Background: an optimization exercise with open tools, aiming at small area, a short achievable clock period and few clock cycles per item. Do not read the settings as production practice.
The RTL was checked by simulation tests, not by an equivalence proof against the original design.

v6:
==> module mm_muldiv, before the edit <==
module mm_muldiv (
    input  wire        clk,
    input  wire        rst,       
    input  wire        start,     
    input  wire [1:0]  op,
    input  wire [23:0] a_in,
    input  wire [23:0] l_in,
    input  wire [23:0] m_in,
    output wire        busy,
    output wire        done,      
    output wire [23:0] a_out,
    output wire [23:0] l_out,
    output wire        err
);
    localparam OP_SMP = 2'd1;
    localparam OP_MPM = 2'd2;
    localparam OP_DIV = 2'd3;
    localparam PH_MUL  = 3'd1;    
    localparam PH_CHK  = 3'd2;    
    localparam PH_PRE  = 3'd3;    
    localparam PH_DIV  = 3'd4;    
    localparam PH_FIX  = 3'd5;    
    localparam PH_DEN  = 3'd6;    
    reg        busy_r;
    reg [2:0]  ph;
    reg [5:0]  cnt;        
    reg [3:0]  k2;         
    reg        mf;         
    reg        ovf;        
    reg        dz;         
    reg        sgn_q;      
    reg        sgn_r;      
    reg [22:0] mr;         
    reg [23:0] r;          
    reg [23:0] q;          
    reg        c_one;      
    reg        c_two;      
    reg        c_neg;      
    reg        c_xdiv;     
    reg        c_shr;      
    reg        c_hold;     
    reg        c_rot;      
    reg        done_r;
    wire       fin_now = (ph == PH_FIX) && !r[23] && !(ovf && k2 != 4'd0);
    assign busy = busy_r & !fin_now;
    assign done = done_r | fin_now;
    wire        is_div  = (op == OP_DIV);
    wire        is_smp  = (op == OP_SMP);
    wire        m_zero  = (m_in[22:0] == 23'd0);
    wire        ld_dz   = is_div & m_zero;
    wire [23:0] r_load  = is_div ? {1'b0, (m_zero ? l_in[22:0] : a_in[22:0])} : 24'd0;
    wire [23:0] q_load  = is_smp ? {15'd0, a_in[22:14]} :
                          (is_div & !m_zero) ? {l_in[0], 1'b0, l_in[22:1]} :
                          {1'b0, a_in[22:0]};
    wire [22:0] m_load  = is_smp ? {4'd0, m_in[22:14], 10'd0} : m_in[22:0];
    wire        neg   = c_neg;
    wire [25:0] y_mag = ({26{c_one}} & {3'd0, mr}) | ({26{c_two}} & {2'd0, mr, 1'b0});
    wire [25:0] y     = y_mag ^ {26{neg}};
    wire [25:0] x     = c_xdiv ? {r[23], r, q[22]} : {{2{r[23]}}, r};
    wire [25:0] t     = x + y + {25'd0, neg};
    wire        tneg  = t[23];         
    wire        qin   = c_rot ? q[23] : (!ovf & !tneg);
    always @(posedge clk) begin
        if (!busy) begin
            r     <= r_load;
            q     <= q_load;
            mr    <= m_load;
            k2    <= 4'd0;
            mf    <= !op[0];
            ovf   <= 1'b0;
            dz    <= ld_dz;
            sgn_q <= (op == OP_MPM) ? 1'b0 : (ld_dz ? a_in[23] : a_in[23] ^ m_in[23]);
            sgn_r <= is_div & (m_zero ? l_in[23] : a_in[23]);
        end else begin
            if (c_shr) begin
                r <= t[25:2];
                q <= {t[1:0], q[23:2]};
            end else begin
                r <= t[23:0];
                if (!c_hold)
                    q <= {q[22:0], qin};
            end
            if (ph == PH_PRE && mr[22:21] == 2'b00) begin
                mr <= {mr[20:0], 2'b00};
                k2 <= k2 + 4'd1;
            end
            if (ph == PH_CHK)
                ovf <= !tneg;
        end
    end
    function [2:0] booth;    
        input b1, b0, bm;
        booth = {b0 ^ bm, (b1 & !b0 & !bm) | (!b1 & b0 & bm), b1};
    endfunction
    wire [2:0] dig_load = booth(q_load[1], q_load[0], 1'b0);
    wire [2:0] dig_next = booth(q[3], q[2], q[1]);
    wire       last     = (cnt == 6'd0);
    wire       den_next = ovf && k2 != 4'd0;
    always @(posedge clk) begin
        if (!busy) begin
            {c_one, c_two, c_neg} <= is_div ? 3'b101 : dig_load;
            c_xdiv <= 1'b0;
            c_shr  <= !is_div;
            c_hold <= 1'b0;
            c_rot  <= 1'b1;
        end else begin
            case (ph)
                PH_MUL: begin
                    {c_one, c_two, c_neg} <= dig_next;
                    c_xdiv <= 1'b0;
                    c_shr  <= 1'b1;
                    c_hold <= 1'b0;
                    c_rot  <= 1'b0;
                end
                PH_CHK: begin
                    {c_one, c_two, c_neg} <= {2'b10, !tneg};
                    c_xdiv <= tneg;
                    c_shr  <= 1'b0;
                    c_hold <= 1'b0;
                    c_rot  <= !tneg;
                end
                PH_PRE: begin
                    {c_one, c_two, c_neg} <= {2'b10, !tneg};
                    c_xdiv <= last;
                    c_shr  <= 1'b0;
                    c_hold <= 1'b0;
                    c_rot  <= !last;
                end
                PH_DIV: begin
                    {c_one, c_two, c_neg} <= last ? {tneg, 2'b00} : {2'b10, !tneg};
                    c_xdiv <= !last;
                    c_shr  <= 1'b0;
                    c_hold <= last;
                    c_rot  <= 1'b0;
                end
                default: begin    
                    {c_one, c_two, c_neg} <= 3'b000;
                    c_xdiv <= 1'b0;
                    c_shr  <= 1'b1;
                    c_hold <= 1'b1;
                    c_rot  <= 1'b0;
                end
            endcase
        end
    end
    always @(posedge clk) begin
        if (!busy) begin
            cnt <= is_smp ? 6'd4 : 6'd11;
        end else begin
            cnt <= cnt - 6'd1;
            case (ph)
                PH_CHK: cnt <= {5'b01011, !tneg};
                PH_PRE: if (last) cnt <= 6'd22 + {1'b0, k2, 1'b0};
                PH_FIX: cnt <= {2'b00, k2} - 6'd1;
                default: ;
            endcase
        end
    end
    always @(posedge clk) begin
        if (rst) begin
            busy_r <= 1'b0;
            done_r <= 1'b0;
            ph     <= 3'd0;
        end else begin
            done_r <= 1'b0;
            if (!busy) begin
                busy_r <= start & !ld_dz;
                done_r <= start & ld_dz;
                ph     <= (!start | ld_dz) ? 3'd0 : is_div ? PH_CHK : PH_MUL;
            end else begin
                case (ph)
                    PH_CHK: ph <= tneg ? PH_DIV : PH_PRE;
                    PH_PRE: if (last) ph <= PH_DIV;
                    PH_DIV: if (last) ph <= PH_FIX;
                    PH_FIX: begin
                        if (den_next)
                            ph <= PH_DEN;
                        else begin
                            busy_r <= 1'b0;
                            ph     <= 3'd0;
                            done_r <= 1'b1;      
                        end
                    end
                    default: if (last) begin    
                        busy_r <= 1'b0;
                        done_r <= 1'b1;
                        ph     <= 3'd0;
                    end
                endcase
            end
        end
    end
    assign a_out = {sgn_q, mf ? {r[21:0], q[23]} : (ovf ? 23'h7FFFFF : q[22:0])};
    assign l_out = {sgn_r & (dz | (r[22:0] != 23'd0)), mf ? q[22:0] : r[22:0]};
    assign err   = ovf | dz;
endmodule
==> flow/config.mk <==
export PLATFORM = sky130hd
export DESIGN_NAME = mm_muldiv
export DESIGN_NICKNAME = mm_muldiv
export VERILOG_FILES = /design/flow/design.v
export SDC_FILE = /design/flow/constraint.sdc
export NUM_CORES = 4
export LEC_CHECK = 0
export ABC_AREA = 1
export CAP_MARGIN = 20
export CORE_MARGIN = 2
export CORE_UTILIZATION = 40
export SETUP_SLACK_MARGIN = 2.0
export SLEW_MARGIN = 20
==> flow/constraint.sdc <==
create_clock -name core_clock -period 5.0 [get_ports {clk}]
set_input_delay 1.0000 -clock core_clock [delete_from_list [all_inputs] [get_ports {clk}]]
set_output_delay 1.0000 -clock core_clock [all_outputs]
set_load 0.01 [all_outputs]
standard.sh (not shown) runs the stock make flow with config.mk's settings and CLKGATE_MAP_FILE= SYNTH_SCRIPT=/design/flow/synth_recipe.tcl, a recipe that flattens the netlist after the stock synthesis.
==> flow/flow/run.sh <==
#!/bin/bash
set -euo pipefail
bash standard.sh "BUFFER_PORTS_ARGS=-buffer_cell sky130_fd_sc_hd__buf_1" finish > standard_flow.log 2>&1
Testbench counts of v6, summed over its fixed seeds: cycles 121,513, items 8,000.
What v7 does differently from v6 at the input level:
diff --git a/flow/design.v b/flow/design.v
--- a/flow/design.v
+++ b/flow/design.v
@@ -32,17 +32,19 @@
     reg        sgn_r;      
     reg [22:0] mr;         
     reg [23:0] r;          
     reg [23:0] q;          
-    reg        c_one;      
-    reg        c_two;      
-    reg        c_neg;      
-    reg        c_xdiv;     
+    reg        c_one, c_one_h;      
+    reg        c_two, c_two_h;      
+    reg        c_neg, c_neg_h;      
+    reg        c_xdiv, c_xdiv_h;    
     reg        c_shr;      
     reg        c_hold;     
     reg        c_rot;      
     reg        done_r;
-    wire       fin_now = (ph == PH_FIX) && !r[23] && !(ovf && k2 != 4'd0);
+    reg        f_fix;      
+    reg        den_r;      
+    wire       fin_now = f_fix & !r[23] & !den_r;
     assign busy = busy_r & !fin_now;
     assign done = done_r | fin_now;
     wire        is_div  = (op == OP_DIV);
     wire        is_smp  = (op == OP_SMP);
@@ -53,11 +55,15 @@
                           (is_div & !m_zero) ? {l_in[0], 1'b0, l_in[22:1]} :
                           {1'b0, a_in[22:0]};
     wire [22:0] m_load  = is_smp ? {4'd0, m_in[22:14], 10'd0} : m_in[22:0];
     wire        neg   = c_neg;
-    wire [25:0] y_mag = ({26{c_one}} & {3'd0, mr}) | ({26{c_two}} & {2'd0, mr, 1'b0});
-    wire [25:0] y     = y_mag ^ {26{neg}};
-    wire [25:0] x     = c_xdiv ? {r[23], r, q[22]} : {{2{r[23]}}, r};
+    wire [25:0] b_one = {{13{c_one_h}}, {13{c_one}}};
+    wire [25:0] b_two = {{13{c_two_h}}, {13{c_two}}};
+    wire [25:0] b_neg = {{13{c_neg_h}}, {13{c_neg}}};
+    wire [25:0] b_xd  = {{13{c_xdiv_h}}, {13{c_xdiv}}};
+    wire [25:0] y_mag = (b_one & {3'd0, mr}) | (b_two & {2'd0, mr, 1'b0});
+    wire [25:0] y     = y_mag ^ b_neg;
+    wire [25:0] x     = (b_xd & {r[23], r, q[22]}) | (~b_xd & {{2{r[23]}}, r});
     wire [25:0] t     = x + y + {25'd0, neg};
     wire        tneg  = t[23];         
     wire        qin   = c_rot ? q[23] : (!ovf & !tneg);
     always @(posedge clk) begin
@@ -65,8 +71,9 @@
             r     <= r_load;
             q     <= q_load;
             mr    <= m_load;
             k2    <= 4'd0;
+            den_r <= 1'b0;
             mf    <= !op[0];
             ovf   <= 1'b0;
             dz    <= ld_dz;
             sgn_q <= (op == OP_MPM) ? 1'b0 : (ld_dz ? a_in[23] : a_in[23] ^ m_in[23]);
@@ -80,10 +87,11 @@
                 if (!c_hold)
                     q <= {q[22:0], qin};
             end
             if (ph == PH_PRE && mr[22:21] == 2'b00) begin
-                mr <= {mr[20:0], 2'b00};
-                k2 <= k2 + 4'd1;
+                mr    <= {mr[20:0], 2'b00};
+                k2    <= k2 + 4'd1;
+                den_r <= 1'b1;
             end
             if (ph == PH_CHK)
                 ovf <= !tneg;
         end
@@ -94,49 +102,61 @@
     endfunction
     wire [2:0] dig_load = booth(q_load[1], q_load[0], 1'b0);
     wire [2:0] dig_next = booth(q[3], q[2], q[1]);
     wire       last     = (cnt == 6'd0);
-    wire       den_next = ovf && k2 != 4'd0;
+    wire       den_next = den_r;
     always @(posedge clk) begin
         if (!busy) begin
             {c_one, c_two, c_neg} <= is_div ? 3'b101 : dig_load;
+            {c_one_h, c_two_h, c_neg_h} <= {3{start}} & (is_div ? 3'b101 : dig_load);
             c_xdiv <= 1'b0;
+            c_xdiv_h <= !start;
             c_shr  <= !is_div;
             c_hold <= 1'b0;
             c_rot  <= 1'b1;
         end else begin
             case (ph)
                 PH_MUL: begin
                     {c_one, c_two, c_neg} <= dig_next;
+                    {c_one_h, c_two_h, c_neg_h} <= dig_next;
                     c_xdiv <= 1'b0;
+                    c_xdiv_h <= 1'b0;
                     c_shr  <= 1'b1;
                     c_hold <= 1'b0;
                     c_rot  <= 1'b0;
                 end
                 PH_CHK: begin
                     {c_one, c_two, c_neg} <= {2'b10, !tneg};
+                    {c_one_h, c_two_h, c_neg_h} <= {2'b10, !tneg};
                     c_xdiv <= tneg;
+                    c_xdiv_h <= tneg;
                     c_shr  <= 1'b0;
                     c_hold <= 1'b0;
                     c_rot  <= !tneg;
                 end
                 PH_PRE: begin
                     {c_one, c_two, c_neg} <= {2'b10, !tneg};
+                    {c_one_h, c_two_h, c_neg_h} <= {2'b10, !tneg};
                     c_xdiv <= last;
+                    c_xdiv_h <= last;
                     c_shr  <= 1'b0;
                     c_hold <= 1'b0;
                     c_rot  <= !last;
                 end
                 PH_DIV: begin
                     {c_one, c_two, c_neg} <= last ? {tneg, 2'b00} : {2'b10, !tneg};
+                    {c_one_h, c_two_h, c_neg_h} <= last ? {tneg, 2'b00} : {2'b10, !tneg};
                     c_xdiv <= !last;
+                    c_xdiv_h <= !last;
                     c_shr  <= 1'b0;
                     c_hold <= last;
                     c_rot  <= 1'b0;
                 end
                 default: begin    
                     {c_one, c_two, c_neg} <= 3'b000;
+                    {c_one_h, c_two_h, c_neg_h} <= 3'b000;
                     c_xdiv <= 1'b0;
+                    c_xdiv_h <= 1'b0;
                     c_shr  <= 1'b1;
                     c_hold <= 1'b1;
                     c_rot  <= 1'b0;
                 end
@@ -160,10 +180,12 @@
         if (rst) begin
             busy_r <= 1'b0;
             done_r <= 1'b0;
             ph     <= 3'd0;
+            f_fix  <= 1'b0;
         end else begin
             done_r <= 1'b0;
+            f_fix  <= busy_r && ph == PH_DIV && last;
             if (!busy) begin
                 busy_r <= start & !ld_dz;
                 done_r <= start & ld_dz;
                 ph     <= (!start | ld_dz) ? 3'd0 : is_div ? PH_CHK : PH_MUL;
Results
- Taking v6 as 1.0, v7 lands at 0.906 on non-clock buffer total of the final layout.
- Via count of the first global-routing pass, v7 vs v6: down by a few percent
- v7 improves on v6 in final standard cell area without fillers.
- v6 -> v7: area of placed instances increased slightly
- Looking at number of tap cells added at floorplan, v7 sits 5 above v6.
Testbench counts of v7, summed over its fixed seeds: cycles 121,513, items 8,000.

==> port drivers added, routing unchanged <==
No port has a modelled driver above. Below, the same layouts with a new extraction and two added sets of constraints. Step 1, drivers: a clkbuf_16 drives clk and a buf_2 each remaining input, both assumed. Step 2 also shifts input and output timing later by t, the mid clock arrival at the registers, as if the neighbouring blocks saw the same clock. a / b / c = ideal / step 1 / step 2; a / b = the first two.
| run | t (ns) | slack for setup (ns) | hold slack, ns | worst setup path after step 2 |
|---|---|---|---|---|
| v6 | 0.405 | 2.084 / 2.037 / 2.100 | 0.522 / 0.522 / 0.522 | input to register |
| v7 | 0.412 | 2.134 / 2.089 / 1.921 | 0.482 / 0.482 / 0.482 | input to register |
After both steps setup and hold are still met in every run listed. For v7, which loses most, drivers alone change the setup slack by -0.045 ns; drivers and shift together by -0.213 ns.
